From an optimization exercise on the open Yosys and OpenROAD flow, aimed at small area, a short achievable clock period and few clock cycles per item; shortcuts taken in it are not production practice. At most, simulation tests tie the RTL to the original design; equivalence was not proved. Power and IR drop assume default switching activity.

// pce_codec
module pce_codec (
    input  wire        clk,
    input  wire        rst,         
    input  wire        start,       
    input  wire        mode,        
    input  wire [5:0]  n_in,
    input  wire [5:0]  p_in,
    input  wire [5:0]  l_in,
    input  wire [32:0] data_in,
    output wire        done,        
    output wire [2:0]  err,         
    output wire [5:0]  res,         
    output wire [32:0] data_out
);
For scale: about 98 I/O pins, about 0.030 mm² of cells after synthesis.
==> flow/config.mk <==
export PLATFORM = sky130hd
export DESIGN_NAME = pce_codec
export DESIGN_NICKNAME = pce_codec
export VERILOG_FILES = /design/flow/design.v
export SDC_FILE = /design/flow/constraint.sdc
export NUM_CORES = 4
export LEC_CHECK = 0
export ABC_AREA = 1
export CAP_MARGIN = 20
export CORE_MARGIN = 2
export CORE_UTILIZATION = 25
export PLACE_DENSITY = 0.5
export SLEW_MARGIN = 20
==> flow/constraint.sdc <==
create_clock -name core_clock -period 13.0 [get_ports {clk}]
set_input_delay 2.6000 -clock core_clock [delete_from_list [all_inputs] [get_ports {clk}]]
set_output_delay 2.6000 -clock core_clock [all_outputs]
set_load 0.01 [all_outputs]
standard.sh (not shown) runs the stock make flow with config.mk's settings and CLKGATE_MAP_FILE= SYNTH_SCRIPT=/design/flow/synth_recipe.tcl, a recipe that flattens the netlist after the stock synthesis.
==> flow/flow/run.sh <==
#!/bin/bash
# Layout flow: the standard flow (standard.sh), with ORFS's timing repair
# asked to leave a setup margin of 7 ns instead of the default, so that the
# repair sizes and buffers the critical paths. The clock and the constraints
# are the standard flow's own.
set -euo pipefail
bash standard.sh SETUP_SLACK_MARGIN=7 finish > standard.log 2>&1
==> next run, changes <==
--- a/flow/design.v
+++ b/flow/design.v
@@ -8,15 +8,15 @@
     input  wire [5:0]  l_in,
     input  wire [32:0] data_in,
     output wire        done,        
     output wire [2:0]  err,         
     output wire [5:0]  res,         
     output wire [32:0] data_out
 );
-    localparam W  = 5;              
+    localparam W  = 4;              
     localparam WV = W + 18;         
     localparam ERR_NONE      = 3'd0;
     localparam ERR_DIVERGED  = 3'd2;
     localparam ERR_MALFORMED = 3'd3;
     localparam ERR_PRECOND   = 3'd4;
     localparam S_IDLE = 0;
     localparam S_SCAN = 1;          
After rerunning: Power came out lower by 7.6%. Die area came out lower by 5.5%. Area after synthesis came out lower by 5.5%. Sequential share of layout area came out higher by 0.53 points. Via count came out lower by 5.7%. Setup slack is worse by 0.0074 ns. Cell area came out lower by 5.7%.
Testbench counts after the change, summed over its fixed seeds: cycles 6,638, items 1,920.
The RTL of the first run of this note was laid out without a check of its function.


The RTL this note starts from:
==> flow/design.v <==
module pce_codec (
    input  wire        clk,
    input  wire        rst,         
    input  wire        start,       
    input  wire        mode,        
    input  wire [5:0]  n_in,
    input  wire [5:0]  p_in,
    input  wire [5:0]  l_in,
    input  wire [32:0] data_in,
    output wire        done,        
    output wire [2:0]  err,         
    output wire [5:0]  res,         
    output wire [32:0] data_out
);
    localparam W  = 4;              
    localparam WV = W + 18;         
    localparam ERR_NONE      = 3'd0;
    localparam ERR_DIVERGED  = 3'd2;
    localparam ERR_MALFORMED = 3'd3;
    localparam ERR_PRECOND   = 3'd4;
    localparam S_IDLE = 0;
    localparam S_SCAN = 1;          
    localparam S_MPB  = 2;          
    localparam S_CORR = 3;          
    localparam S_D1   = 4;          
    localparam S_D2   = 5;          
    localparam S_D3   = 6;          
    reg [6:0]  st;
    reg [32:0] R;
    reg [5:0]  n, p, l;
    reg [2:0]  k;
    reg [5:0]  nl;                  
    reg [5:0]  nk;                  
    reg [4:0]  i;                   
    reg [5:0]  rem;                 
    reg [5:0]  cnt;
    reg [3:0]  jq;                  
    reg        qsrc;                
    reg [5:0]  L;                   
    reg        q1;                  
    reg        chg;
    reg [2:0]  err_r;
    reg        done_r;
    assign data_out = R;
    assign res      = cnt;
    assign err      = err_r;
    assign done     = done_r;
    function [32:0] rot;            
        input [32:0] v;
        input [5:0]  a;
        reg   [65:0] d;
        begin
            d   = {v, v} >> a;
            rot = d[32:0];
        end
    endfunction
    function [32:0] therm;          
        input [6:0] v;
        integer b;
        begin
            for (b = 0; b < 33; b = b + 1)
                therm[b] = (b < v);
        end
    endfunction
    function [3:0] hj;              
        input [12:0] v;
        reg   [15:0] a;
        reg   [7:0]  b;
        reg   [3:0]  c;
        reg   [1:0]  d;
        begin
            a     = {3'd0, v};
            hj[3] = a[15:8] != 8'd0;
            b     = hj[3] ? a[15:8] : a[7:0];
            hj[2] = b[7:4] != 4'd0;
            c     = hj[2] ? b[7:4] : b[3:0];
            hj[1] = c[3:2] != 2'd0;
            d     = hj[1] ? c[3:2] : c[1:0];
            hj[0] = d[1];
        end
    endfunction
    function [2:0] clog2n;
        input [5:0] v;
        begin
            if      (v <= 6'd1)  clog2n = 3'd0;
            else if (v <= 6'd2)  clog2n = 3'd1;
            else if (v <= 6'd4)  clog2n = 3'd2;
            else if (v <= 6'd8)  clog2n = 3'd3;
            else if (v <= 6'd16) clog2n = 3'd4;
            else if (v <= 6'd32) clog2n = 3'd5;
            else                 clog2n = 3'd6;
        end
    endfunction
    wire [2:0]  k_in     = clog2n(n_in);
    wire [6:0]  lp_in    = {1'b0, l_in} - {1'b0, p_in};
    wire        valid_in = (p_in != 6'd0) && (l_in <= n_in) &&
                           (((n_in == 6'd1)                    && (lp_in == 7'd1)) ||
                            ((n_in == 6'd2)                    && (lp_in == 7'd2)) ||
                            ((n_in >= 6'd3)  && (n_in <= 6'd4))  && (lp_in == 7'd3) ||
                            ((n_in >= 6'd5)  && (n_in <= 6'd8))  && (lp_in == 7'd4) ||
                            ((n_in >= 6'd9)  && (n_in <= 6'd16)) && (lp_in == 7'd5) ||
                            ((n_in >= 6'd17) && (n_in <= 6'd32)) && (lp_in == 7'd6));
    wire [32:0] th_nin   = therm({1'b0, n_in});
    wire        last_in  = |(data_in & ~th_nin & {th_nin[31:0], 1'b1});
    wire [32:0] load     = (data_in & th_nin) |
                           ({33{~mode}} & ~th_nin & {th_nin[31:0], 1'b1});
    wire [45:0] ux  = {R, 13'd0} >> p[4:0];          
    wire [WV-1:0] U = ux[WV-1:0];
    wire        m16 = (k >= 3'd3);
    wire        m17 = (k >= 3'd4);
    wire        m18 = (k >= 3'd5);
    reg [12:0] ok [0:W-1];
    reg [12:0] jv;
    integer o, j, y;
    always @* begin
        for (j = 0; j < 13; j = j + 1)
            jv[j] = (j + 2 <= p);
        for (o = 0; o < W; o = o + 1)
            for (j = 0; j < 13; j = j + 1) begin
                ok[o][j] = jv[j];
                for (y = 12 - j; y <= 18; y = y + 1)
                    if (R[o + y - 12 + j] != U[o + y] &&
                        (y < 16 || (y == 16 && m16) || (y == 17 && m17) || (y == 18 && m18)))
                        ok[o][j] = 1'b0;
            end
    end
    reg [W-1:0] vw;                 
    reg [W-1:0] first;              
    reg [3:0]   jsel;               
    reg         viol;
    always @* begin
        for (o = 0; o < W; o = o + 1)
            vw[o] = (|ok[o]) && !rem[5] && (o <= rem);
        viol = 1'b0;
        for (o = 0; o < W; o = o + 1) begin
            first[o] = vw[o] && !viol;
            viol     = viol | vw[o];
        end
        jsel = 4'd0;
        for (o = 0; o < W; o = o + 1)
            if (first[o]) jsel = jsel | hj(ok[o]);
    end
    wire pass_end = rem[5] || (rem < W);
    reg [32:0] r_adv;
    reg [4:0]  i_adv;
    reg [5:0]  rem_adv;
    always @* begin
        r_adv   = rot(R, W);
        i_adv   = i + W;
        rem_adv = rem - W;
        for (o = 0; o < W; o = o + 1)
            if (first[o]) begin
                r_adv   = rot(R, o);
                i_adv   = i + o;
                rem_adv = rem - o;
            end
    end
    wire [5:0] ga = ({6{st[S_SCAN]}} & (6'd33 - {1'b0, i})) |
                    ({6{st[S_MPB]}}  & L) |
                    ({6{st[S_CORR]}} & ({3'b0, k} + 6'd1)) |
                    ({6{st[S_D1]}}   & nk) |
                    ({6{st[S_D2]}}   & {1'b0, i}) |
                    ({6{st[S_D3]}}   & (q1 ? {1'b0, i} : 6'd33 - L));
    wire [32:0] G = rot(R, ga);
    wire [5:0] qc  = qsrc ? L : p - 6'd1 - {2'b0, jq};
    wire [6:0] i_l = {2'b0, i} + {1'b0, l};
    wire [6:0] v1 = st[S_CORR] ? {1'b0, qc} : {2'b0, i} + {1'b0, L};
    wire [6:0] v2 = (st[S_CORR] | st[S_D2]) ? {1'b0, p} : {1'b0, l} - {1'b0, L};
    wire [6:0] v3 = st[S_CORR] ? {1'b0, nk} - {2'b0, i} : i_l;
    wire [6:0] v4 = st[S_CORR] ? {1'b0, n} - {2'b0, i} :
                    st[S_D2]   ? {1'b0, n} + 7'd1 : {1'b0, n};
    wire [32:0] t1 = therm(v1);
    wire [32:0] t2 = therm(v2);
    wire [32:0] t3 = therm(v3);
    wire [32:0] t4 = therm(v4);
    wire [32:0] t1e = {t1[31:0], 1'b1} & ~t1;    
    wire [32:0] t4e = {t4[31:0], 1'b1} & ~t4;    
    wire perL = &((R ~^ G) | ~t2);
    wire [32:0] rec = {28'd0, i} << v3[5:0];
    reg  [32:0] corr;
    integer x;
    always @* begin
        for (x = 0; x < 33; x = x + 1) begin
            if (t1[x])       corr[x] = R[x];
            else if (t1e[x]) corr[x] = 1'b1;
            else if (t2[x])  corr[x] = 1'b0;
            else if (t3[x])  corr[x] = G[x];
            else if (t4[x])  corr[x] = rec[x];
            else if (t4e[x]) corr[x] = 1'b0;
            else             corr[x] = R[x];
        end
    end
    wire [4:0]  d_idx  = G[4:0] & ~(5'h1f << k);
    wire        d_last = G[k];
    wire [31:0] mk     = G[31:0] & t2[31:0] & 32'hffff_fffe;
    wire [15:0] h4 = mk[31:16] != 16'd0 ? mk[31:16] : mk[15:0];
    wire [7:0]  h3 = h4[15:8]  != 8'd0  ? h4[15:8]  : h4[7:0];
    wire [3:0]  h2 = h3[7:4]   != 4'd0  ? h3[7:4]   : h3[3:0];
    wire [1:0]  h1 = h2[3:2]   != 2'd0  ? h2[3:2]   : h2[1:0];
    wire [5:0]  qd = {1'b0, mk[31:16] != 16'd0, h4[15:8] != 8'd0,
                      h3[7:4] != 4'd0, h2[3:2] != 2'd0, h1[1]};
    wire        found  = |mk;
    wire        qd1    = (qd == 6'd1);
    reg  [32:0] up;
    always @* begin
        case (k)
            3'd2:    up = {R[29:0], 3'b0};
            3'd3:    up = {R[28:0], 4'b0};
            3'd4:    up = {R[27:0], 5'b0};
            default: up = {R[26:0], 6'b0};
        endcase
    end
    wire        idxbad = ({1'b0, i} > nl);
    reg [32:0] tail, rep;
    always @* begin
        for (x = 0; x < 33; x = x + 1) begin
            tail[x] = (!t3[x] && t4[x]) ? up[x] : R[x];
            rep[x]  = (!t1[x] && t3[x]) ? (q1 ? G[0] : G[x]) : R[x];
        end
    end
    always @(posedge clk) begin
        if (rst) begin
            st     <= 7'd1 << S_IDLE;
            done_r <= 1'b0;
        end else begin
            done_r <= 1'b0;
            case (1'b1)
                st[S_IDLE]: begin
                    if (start) begin
                        R    <= load;
                        n    <= n_in;
                        p    <= p_in;
                        l    <= l_in;
                        k    <= k_in;
                        nl   <= n_in + 6'd1 - l_in;
                        nk   <= n_in - {3'b0, k_in};
                        i    <= 5'd0;
                        rem  <= n_in + 6'd1 - l_in;
                        cnt  <= 6'd0;
                        chg  <= 1'b0;
                        if (!valid_in) begin
                            done_r <= 1'b1;
                            err_r  <= ERR_PRECOND;
                        end else if (mode && last_in) begin
                            done_r <= 1'b1;
                            err_r  <= ERR_NONE;
                        end else begin
                            st <= mode ? 7'd1 << S_D1 : 7'd1 << S_SCAN;
                        end
                    end
                end
                st[S_SCAN]: begin
                    if (viol) begin
                        R    <= r_adv;
                        i    <= i_adv;
                        rem  <= rem_adv;
                        jq   <= jsel;
                        qsrc <= 1'b0;
                        L    <= 6'd1;
                        st   <= (p >= 6'd15) ? 7'd1 << S_MPB : 7'd1 << S_CORR;
                    end else if (pass_end) begin
                        R <= G;                     
                        if (chg) begin
                            i   <= 5'd0;
                            rem <= nl;
                            chg <= 1'b0;
                        end else begin
                            st     <= 7'd1 << S_IDLE;
                            done_r <= 1'b1;
                            err_r  <= ERR_NONE;
                        end
                    end else begin
                        R   <= r_adv;
                        i   <= i_adv;
                        rem <= rem_adv;
                    end
                end
                st[S_MPB]: begin
                    if (perL) begin
                        qsrc <= 1'b1;
                        st   <= 7'd1 << S_CORR;
                    end else if (L == p - 6'd14) begin
                        st   <= 7'd1 << S_CORR;
                    end else begin
                        L    <= L + 6'd1;
                    end
                end
                st[S_CORR]: begin
                    if (cnt == n) begin
                        st     <= 7'd1 << S_IDLE;
                        done_r <= 1'b1;
                        err_r  <= ERR_DIVERGED;
                    end else begin
                        R   <= {corr[0], corr[32:1]};
                        cnt <= cnt + 6'd1;
                        chg <= 1'b1;
                        i   <= i + 5'd1;
                        rem <= rem - 6'd1;
                        st  <= 7'd1 << S_SCAN;
                    end
                end
                st[S_D1]: begin
                    if (d_last) begin
                        R      <= R & t4;           
                        st     <= 7'd1 << S_IDLE;
                        done_r <= 1'b1;
                        err_r  <= ERR_NONE;
                    end else if (cnt == n) begin
                        st     <= 7'd1 << S_IDLE;
                        done_r <= 1'b1;
                        err_r  <= ERR_MALFORMED;
                    end else begin
                        i  <= d_idx;
                        st <= 7'd1 << S_D2;
                    end
                end
                st[S_D2]: begin
                    if (idxbad || !found) begin
                        st     <= 7'd1 << S_IDLE;
                        done_r <= 1'b1;
                        err_r  <= ERR_MALFORMED;
                    end else begin
                        R   <= tail;
                        L   <= qd;
                        q1  <= qd1;
                        cnt <= cnt + 6'd1;
                        st  <= 7'd1 << S_D3;
                    end
                end
                st[S_D3]: begin
                    R <= rep;
                    if (q1 || ({L, 1'b0} >= {1'b0, l}))
                        st <= 7'd1 << S_D1;
                    else
                        L <= {L[4:0], 1'b0};
                end
                default: st <= 7'd1 << S_IDLE;
            endcase
        end
    end
endmodule
Settings: LEC_CHECK=0, ABC_AREA=1, CAP_MARGIN=20, CORE_MARGIN=2, CORE_UTILIZATION=25, PLACE_DENSITY=0.5, SLEW_MARGIN=20; clock period 13.0 ns.
run.sh (not shown) runs the stock make flow with config.mk's settings and CLKGATE_MAP_FILE= SYNTH_SCRIPT=/design/flow/synth_recipe.tcl, a recipe that flattens the netlist after the stock synthesis.
Stock flow here: none of the scripts above is used.
Testbench counts at the start, summed over its fixed seeds: cycles 7,579, items 1,920.
Then changed:
--- a/flow/design.v
+++ b/flow/design.v
@@ -91,17 +91,13 @@
             else                 clog2n = 3'd6;
         end
     endfunction
     wire [2:0]  k_in     = clog2n(n_in);
     wire [6:0]  lp_in    = {1'b0, l_in} - {1'b0, p_in};
-    wire        valid_in = (p_in != 6'd0) && (l_in <= n_in) &&
-                           (((n_in == 6'd1)                    && (lp_in == 7'd1)) ||
-                            ((n_in == 6'd2)                    && (lp_in == 7'd2)) ||
-                            ((n_in >= 6'd3)  && (n_in <= 6'd4))  && (lp_in == 7'd3) ||
-                            ((n_in >= 6'd5)  && (n_in <= 6'd8))  && (lp_in == 7'd4) ||
-                            ((n_in >= 6'd9)  && (n_in <= 6'd16)) && (lp_in == 7'd5) ||
-                            ((n_in >= 6'd17) && (n_in <= 6'd32)) && (lp_in == 7'd6));
+    wire        valid_in = (n_in != 6'd0) && (!n_in[5] || n_in == 6'd32) &&
+                           (p_in != 6'd0) && (l_in <= n_in) &&
+                           (lp_in == {4'b0, k_in} + 7'd1);
     wire [32:0] th_nin   = therm({1'b0, n_in});
     wire        last_in  = |(data_in & ~th_nin & {th_nin[31:0], 1'b1});
     wire [32:0] load     = (data_in & th_nin) |
                            ({33{~mode}} & ~th_nin & {th_nin[31:0], 1'b1});
     wire [45:0] ux  = {R, 13'd0} >> p[4:0];          
@@ -157,17 +153,19 @@
     end
     wire [5:0] ga = ({6{st[S_SCAN]}} & (6'd33 - {1'b0, i})) |
                     ({6{st[S_MPB]}}  & L) |
                     ({6{st[S_CORR]}} & ({3'b0, k} + 6'd1)) |
                     ({6{st[S_D1]}}   & nk) |
-                    ({6{st[S_D2]}}   & {1'b0, i}) |
+                    ({6{st[S_D2]}}   & (6'd32 - {3'b0, k})) |
                     ({6{st[S_D3]}}   & (q1 ? {1'b0, i} : 6'd33 - L));
     wire [32:0] G = rot(R, ga);
     wire [5:0] qc  = qsrc ? L : p - 6'd1 - {2'b0, jq};
     wire [6:0] i_l = {2'b0, i} + {1'b0, l};
-    wire [6:0] v1 = st[S_CORR] ? {1'b0, qc} : {2'b0, i} + {1'b0, L};
-    wire [6:0] v2 = (st[S_CORR] | st[S_D2]) ? {1'b0, p} : {1'b0, l} - {1'b0, L};
+    wire [6:0] v1 = st[S_CORR] ? {1'b0, qc} :
+                    st[S_D2]   ? {2'b0, i} + 7'd1 : {2'b0, i} + {1'b0, L};
+    wire [6:0] v2 = st[S_CORR] ? {1'b0, p} :
+                    st[S_D2]   ? {2'b0, i} + {1'b0, p} : {1'b0, l} - {1'b0, L};
     wire [6:0] v3 = st[S_CORR] ? {1'b0, nk} - {2'b0, i} : i_l;
     wire [6:0] v4 = st[S_CORR] ? {1'b0, n} - {2'b0, i} :
                     st[S_D2]   ? {1'b0, n} + 7'd1 : {1'b0, n};
     wire [32:0] t1 = therm(v1);
     wire [32:0] t2 = therm(v2);
@@ -190,33 +188,28 @@
             else             corr[x] = R[x];
         end
     end
     wire [4:0]  d_idx  = G[4:0] & ~(5'h1f << k);
     wire        d_last = G[k];
-    wire [31:0] mk     = G[31:0] & t2[31:0] & 32'hffff_fffe;
-    wire [15:0] h4 = mk[31:16] != 16'd0 ? mk[31:16] : mk[15:0];
+    wire [32:0] mk     = R & ~t1 & t2;           
+    wire [5:0]  jpos;
+    wire [63:0] mk64 = {31'd0, mk};
+    wire [31:0] h5 = mk64[63:32] != 32'd0 ? mk64[63:32] : mk64[31:0];
+    wire [15:0] h4 = h5[31:16] != 16'd0 ? h5[31:16] : h5[15:0];
     wire [7:0]  h3 = h4[15:8]  != 8'd0  ? h4[15:8]  : h4[7:0];
     wire [3:0]  h2 = h3[7:4]   != 4'd0  ? h3[7:4]   : h3[3:0];
     wire [1:0]  h1 = h2[3:2]   != 2'd0  ? h2[3:2]   : h2[1:0];
-    wire [5:0]  qd = {1'b0, mk[31:16] != 16'd0, h4[15:8] != 8'd0,
-                      h3[7:4] != 4'd0, h2[3:2] != 2'd0, h1[1]};
+    assign jpos = {mk64[63:32] != 32'd0, h5[31:16] != 16'd0, h4[15:8] != 8'd0,
+                   h3[7:4] != 4'd0, h2[3:2] != 2'd0, h1[1]};
     wire        found  = |mk;
-    wire        qd1    = (qd == 6'd1);
-    reg  [32:0] up;
-    always @* begin
-        case (k)
-            3'd2:    up = {R[29:0], 3'b0};
-            3'd3:    up = {R[28:0], 4'b0};
-            3'd4:    up = {R[27:0], 5'b0};
-            default: up = {R[26:0], 6'b0};
-        endcase
-    end
+    wire [5:0]  qd     = jpos - {1'b0, i};
+    wire        qd1    = (jpos == v1[5:0]);      
     wire        idxbad = ({1'b0, i} > nl);
     reg [32:0] tail, rep;
     always @* begin
         for (x = 0; x < 33; x = x + 1) begin
-            tail[x] = (!t3[x] && t4[x]) ? up[x] : R[x];
+            tail[x] = (!t3[x] && t4[x]) ? G[x] : R[x];
             rep[x]  = (!t1[x] && t3[x]) ? (q1 ? G[0] : G[x]) : R[x];
         end
     end
     always @(posedge clk) begin
         if (rst) begin
Combinational power barely changes.
Synthesized cell count went up by 3.1%.
Setup slack is worse by 0.17 ns.
Sequential power went down by about 1%.
Total power went up by 2.0%.
No functional check of the RTL was part of the second run of this note.

## re-timing with driven ports
Ports are ideal in the flow. The routed layouts listed here were re-timed in OpenROAD. Step 1 (the two cells are an assumption about what drives the block):
set clk [get_ports {clk}]
set_driving_cell -lib_cell sky130_fd_sc_hd__clkbuf_16 $clk
set_driving_cell -lib_cell sky130_fd_sc_hd__buf_2 [delete_from_list [all_inputs] $clk]
Step 2 times the ports against the registers' clock, not the clock port: input delays grow and output delays shrink by t, the midpoint of the rising clock arrivals with the driver on. Three values: no drivers, after step 1, after step 2; two values: the first two.
| run | t (ns) | setup slack, ns | clock arrival spread, ns | worst data-port slew with drivers (ns) | pins driven straight from the clock port |
|---|---|---|---|---|---|
| the first run of note 1 | 0.495 | 6.986 / 6.986 / 6.699 | 0.038 / 0.038 | 0.06 | 1 |
| the second run of note 1 | 0.476 | 6.979 / 6.979 / 6.811 | 0.023 / 0.023 | 0.05 | 1 |
| the first run of note 2 | 0.474 | 5.624 / 5.624 / 5.600 | 0.029 / 0.028 | 0.05 | 1 |
| the second run of note 2 | 0.484 | 5.458 / 5.481 / 5.014 | 0.024 / 0.024 | 0.07 | 1 |
After both steps setup and hold are still met in every run listed. The setup slack of the second run of note 2, which loses most, moves by +0.023 ns with the drivers and by -0.444 ns with both steps.
